From an optimization exercise on the open Yosys and OpenROAD flow, aimed at small area; shortcuts taken in it are not production practice.
At most, simulation tests tie the RTL to the original design; equivalence was not proved.
The clock port is modelled as an ideal driver, which makes a skipped or thinned clock tree look cheaper than it is; a real chip needs a root buffer or a tree.
No activity file was given, so power comes from the tool's default toggle rates.

## mhu
module mhu (
    input  wire        clk,
    input  wire        rst,               
    input  wire        cfg_we,
    input  wire [15:0] cfg_wdata,
    output wire [15:0] cfg_rdata,
    input  wire        in_valid,
    input  wire [7:0]  in_data,
    input  wire        in_last,
    output wire        in_ready,
    output wire        hdr_valid,
    output wire [2:0]  hdr_type,
    output wire [12:0] hdr_length,
    output wire        hdr_is_data,
    output wire        aux_valid,
    output wire        aux_is_seq,
    output wire [15:0] aux_value,
    output wire        aux_known,
    output wire        sse_strobe,
    output wire        body_valid,
    output wire [7:0]  body_data,
    output wire        smp_valid,
    output wire [31:0] smp_data,
    output wire        done_valid,
    output wire [1:0]  done_status,
    output wire        done_is_data,
    output wire [2:0]  done_type,
    output wire [12:0] done_length,
    output wire [15:0] done_item,
    output wire [15:0] done_seq,
    output wire        done_seq_present,
    output wire        done_sse
);
For scale: ~180 I/O pins, about 0.0037 sq mm of cells after synthesis.
Settings: LEC_CHECK=0, CAP_MARGIN=20, CORE_MARGIN=2, CORE_UTILIZATION=55, SLEW_MARGIN=20; clock period 6.0 ns.
standard.sh (not shown) runs the stock make flow with config.mk's settings and CLKGATE_MAP_FILE= SYNTH_SCRIPT=/design/flow/synth_recipe.tcl, a recipe that flattens the netlist after the stock synthesis.
==> flow/flow/run.sh <==
#!/bin/bash
# Layout flow: the standard synthesis re-run with an area-oriented ABC mapping
# (same registers, checked against the standard synthesis), every port buffered
# by buf_1, ABC buffers removed, and a clock tree without dummy loads.
set -euo pipefail
W=$PWD
R=$W/orfs/results/$FLOW_PLATFORM/mhu/base
RA=$W/orfs_alt/results/$FLOW_PLATFORM/mhu/base
export BUFFER_PORTS_ARGS="-buffer_cell sky130_fd_sc_hd__buf_1"
export REMOVE_ABC_BUFFERS=1
export CTS_ARGS="-sink_clustering_enable -repair_clock_nets -dont_use_dummy_load -sink_clustering_size 80 -sink_clustering_max_diameter 500 -buf_list sky130_fd_sc_hd__clkbuf_16 -root_buf sky130_fd_sc_hd__clkbuf_16"

# 1. the standard synthesis
bash standard.sh synth > synth_standard.log 2>&1
cp $R/1_2_yosys.v synth_standard.v

# 2. the same synthesis script with another ABC mapping script
sed 's|log_cmd abc {\*}$abc_args|log_cmd abc -script '"$W"'/flow/abc_amap.script {*}[lrange $abc_args 2 end]|' \
    $FLOW_HOME/scripts/synth.tcl > alt_synth_core.tcl
sed "s|source \$::env(SCRIPTS_DIR)/synth.tcl|source $W/alt_synth_core.tcl|" synth_recipe.tcl > alt_synth.tcl
cmd=$(grep '^make ' standard.sh | sed -e "s|WORK_HOME=[^ ]*|WORK_HOME=$W/orfs_alt|" \
      -e "s|SYNTH_SCRIPT=[^ ]*|SYNTH_SCRIPT=$W/alt_synth.tcl|" -e 's|"\${@:-finish}"|synth|')
if grep -q abc_amap alt_synth_core.tcl && grep -q alt_synth_core alt_synth.tcl \
   && eval "$cmd" > synth_alt.log 2>&1 \
   && python3 flow/regs.py synth_standard.v $RA/1_2_yosys.v > regs_check.log 2>&1; then
  cp $RA/1_2_yosys.v $R/1_2_yosys.v
  touch $R/1_2_yosys.v
  echo "using the area-mapped netlist" >> regs_check.log
fi

# 3. the rest of the standard layout
bash standard.sh > layout.log 2>&1
==> flow/flow/abc_amap.script <==
strash
dch -f
amap
==> flow/flow/regs.py <==
# Compare the registers (instance name and cell type, drive strength aside) of two netlists.
import re, sys
def regs(path):
    out = set()
    for m in re.finditer(r'^\s*(sky130_fd_sc_hd__(\w+?))_\d+\s+(\S+)\s*\(', open(path).read(), re.M):
        if re.match(r'(e?df|sdf|dl)', m.group(2)):
            out.add((m.group(2), m.group(3)))
    return out
a, b = regs(sys.argv[1]), regs(sys.argv[2])
print(f"{len(a)} registers in the standard netlist, {len(b)} in the other; equal: {a == b}")
sys.exit(0 if a == b and a else 1)
Change:
==> flow/run.sh (new file) <==
#!/bin/bash
# synth_recipe.tcl (not shown) runs the flow's synth.tcl, then flattens the netlist and writes it again
# the make line also repeats each setting of config.mk as NAME=value (left out here)
make -C /OpenROAD-flow-scripts/flow DESIGN_CONFIG=/design/flow/config.mk WORK_HOME=/design/flow/orfs CLKGATE_MAP_FILE= SYNTH_SCRIPT=/design/flow/synth_recipe.tcl finish
- CORE_UTILIZATION: 55 -> 35
removed: flow/flow/run.sh
removed: flow/flow/abc_amap.script
removed: flow/flow/regs.py
removed: flow/standard.sh
Effect: Wire length goes up by 19%. Sequential share of layout area decreases by 14 points. Clock power is higher by 41%. Area after synthesis rose by 14%. Register-to-register slack gets better by 0.82 ns. Combinational power came out higher by 42%. Worst setup slack gains 0.42 ns. Core utilization fell by 17 points. Cell area is higher by 40%.
Function was not checked in any run of this note: the RTL went through the layout flow alone.

* * *

Another version of the RTL of mhu (not shown whole).
Size: about 370 cells after synthesis, ~180 I/O pins, about 0.0032 mm2 of cells after synthesis.
clock: 6.0 ns
lec_check: 0
cap_margin: 20
core_margin: 2
core_utilization: 45
slew_margin: 20
==> flow/flow/run.sh <==
#!/bin/bash
# Layout flow: the standard synthesis re-run with an area-oriented ABC mapping
# (same registers, checked against the standard synthesis), every port buffered
# by buf_1, ABC buffers removed, and a clock tree built by hand (flow/manual_cts.tcl).
set -euo pipefail
W=$PWD
R=$W/orfs/results/$FLOW_PLATFORM/mhu/base
RA=$W/orfs_alt/results/$FLOW_PLATFORM/mhu/base
export BUFFER_PORTS_ARGS="-buffer_cell sky130_fd_sc_hd__buf_1"
export REMOVE_ABC_BUFFERS=1
export PRE_CTS_TCL=$W/flow/manual_cts.tcl
export MCTS_N=4
export MCTS_CELL=sky130_fd_sc_hd__clkbuf_8

# 1. the standard synthesis
bash standard.sh synth > synth_standard.log 2>&1
cp $R/1_2_yosys.v synth_standard.v

# 2. the same synthesis script with another ABC mapping script
sed 's|log_cmd abc {\*}$abc_args|log_cmd abc -script '"$W"'/flow/abc_amap.script {*}[lrange $abc_args 2 end]|' \
    $FLOW_HOME/scripts/synth.tcl > alt_synth_core.tcl
sed "s|source \$::env(SCRIPTS_DIR)/synth.tcl|source $W/alt_synth_core.tcl|" synth_recipe.tcl > alt_synth.tcl
cmd=$(grep '^make ' standard.sh | sed -e "s|WORK_HOME=[^ ]*|WORK_HOME=$W/orfs_alt|" \
      -e "s|SYNTH_SCRIPT=[^ ]*|SYNTH_SCRIPT=$W/alt_synth.tcl|" -e 's|"\${@:-finish}"|synth|')
if grep -q abc_amap alt_synth_core.tcl && grep -q alt_synth_core alt_synth.tcl \
   && eval "$cmd" > synth_alt.log 2>&1 \
   && python3 flow/regs.py synth_standard.v $RA/1_2_yosys.v > regs_check.log 2>&1; then
  cp $RA/1_2_yosys.v $R/1_2_yosys.v
  touch $R/1_2_yosys.v
  echo "using the area-mapped netlist" >> regs_check.log
fi

# 3. the rest of the standard layout
bash standard.sh > layout.log 2>&1
Other scripts of this flow, unchanged in this note and not shown: flow/flow/abc_amap.script, flow/flow/manual_cts.tcl, flow/flow/regs.py
Next try:
--- a/flow/config.mk
+++ b/flow/config.mk
@@ -10 +10 @@
-export CORE_UTILIZATION = 45
+export CORE_UTILIZATION = 55
Effect: Cell count came out lower by 4.5%; clock skew is about the same; sequential cell count stays the same; power came out lower by 0.49%; setup slack degrades by 0.097 ns; area after synthesis stays the same; routed wire length came out lower by 2.0%; worst hold slack improves by 0.0035 ns; final area came out lower by 1.6%; sequential power barely changes; die area came out lower by 17%.
Next try:
--- a/flow/flow/run.sh
+++ b/flow/flow/run.sh
@@ -4 +4 @@
-# by buf_1, ABC buffers removed, and a clock tree built by hand (flow/manual_cts.tcl).
+# by buf_1, ABC buffers removed, one tie cell per constant value, and a clock tree built by hand (flow/manual_cts.tcl).
@@ -10,0 +11 @@
+export SKIP_REPAIR_TIE_FANOUT=1
--- a/flow/config.mk
+++ b/flow/config.mk
@@ -10 +10 @@
-export CORE_UTILIZATION = 55
+export CORE_UTILIZATION = 62
What happened:
- critical path depth does not change
- area after synthesis stays the same
- worst hold slack gets better by 0.0050 ns
- final area decreases slightly
- final cell count decreases slightly
- clock skew barely changes
- first-iteration DRC count increases by about a fifth
- wire length increases slightly
- via count decreases slightly
No run of this note takes its clock network from TritonCTS; it comes from the design's own scripts or RTL.

[static timing again, ports no longer ideal]
The results above use ideal ports. As a check the final layouts listed here were re-extracted and re-timed, cells and wires unchanged. Step 1 assumes that a clkbuf_16 drives the clock port and a buf_2 every other input. Step 2 adds t to the input delays and takes it off the output delays; t is the mean of the earliest and latest rising clock arrival at the registers after step 1. Input paths then give back, and output paths get back, about the clock's delay inside the block. a / b / c = ideal / step 1 / step 2; a / b = the first two.
run	t, ns	setup WS [ns]	worst setup path at the end	worst slew at a driven data input, ns	pins driven straight from the clock port
the first run of note 1	0.357	0.648 / 0.610 / 0.967	register to output	0.04	1
the second run of note 1	0.358	1.064 / 1.028 / 1.028	input to output	0.06	1
the first run of note 2	0.222	1.006 / 0.949 / 1.171	register to output	0.05	4
the second run of note 2	0.221	0.909 / 0.852 / 1.073	register to output	0.05	4
the third run of note 2	0.223	0.952 / 0.893 / 1.115	register to output	0.04	4
After both steps every run listed still meets setup and hold. The setup slack of the second run of note 1, which loses most, moves by -0.036 ns with the drivers and by -0.036 ns with both steps.
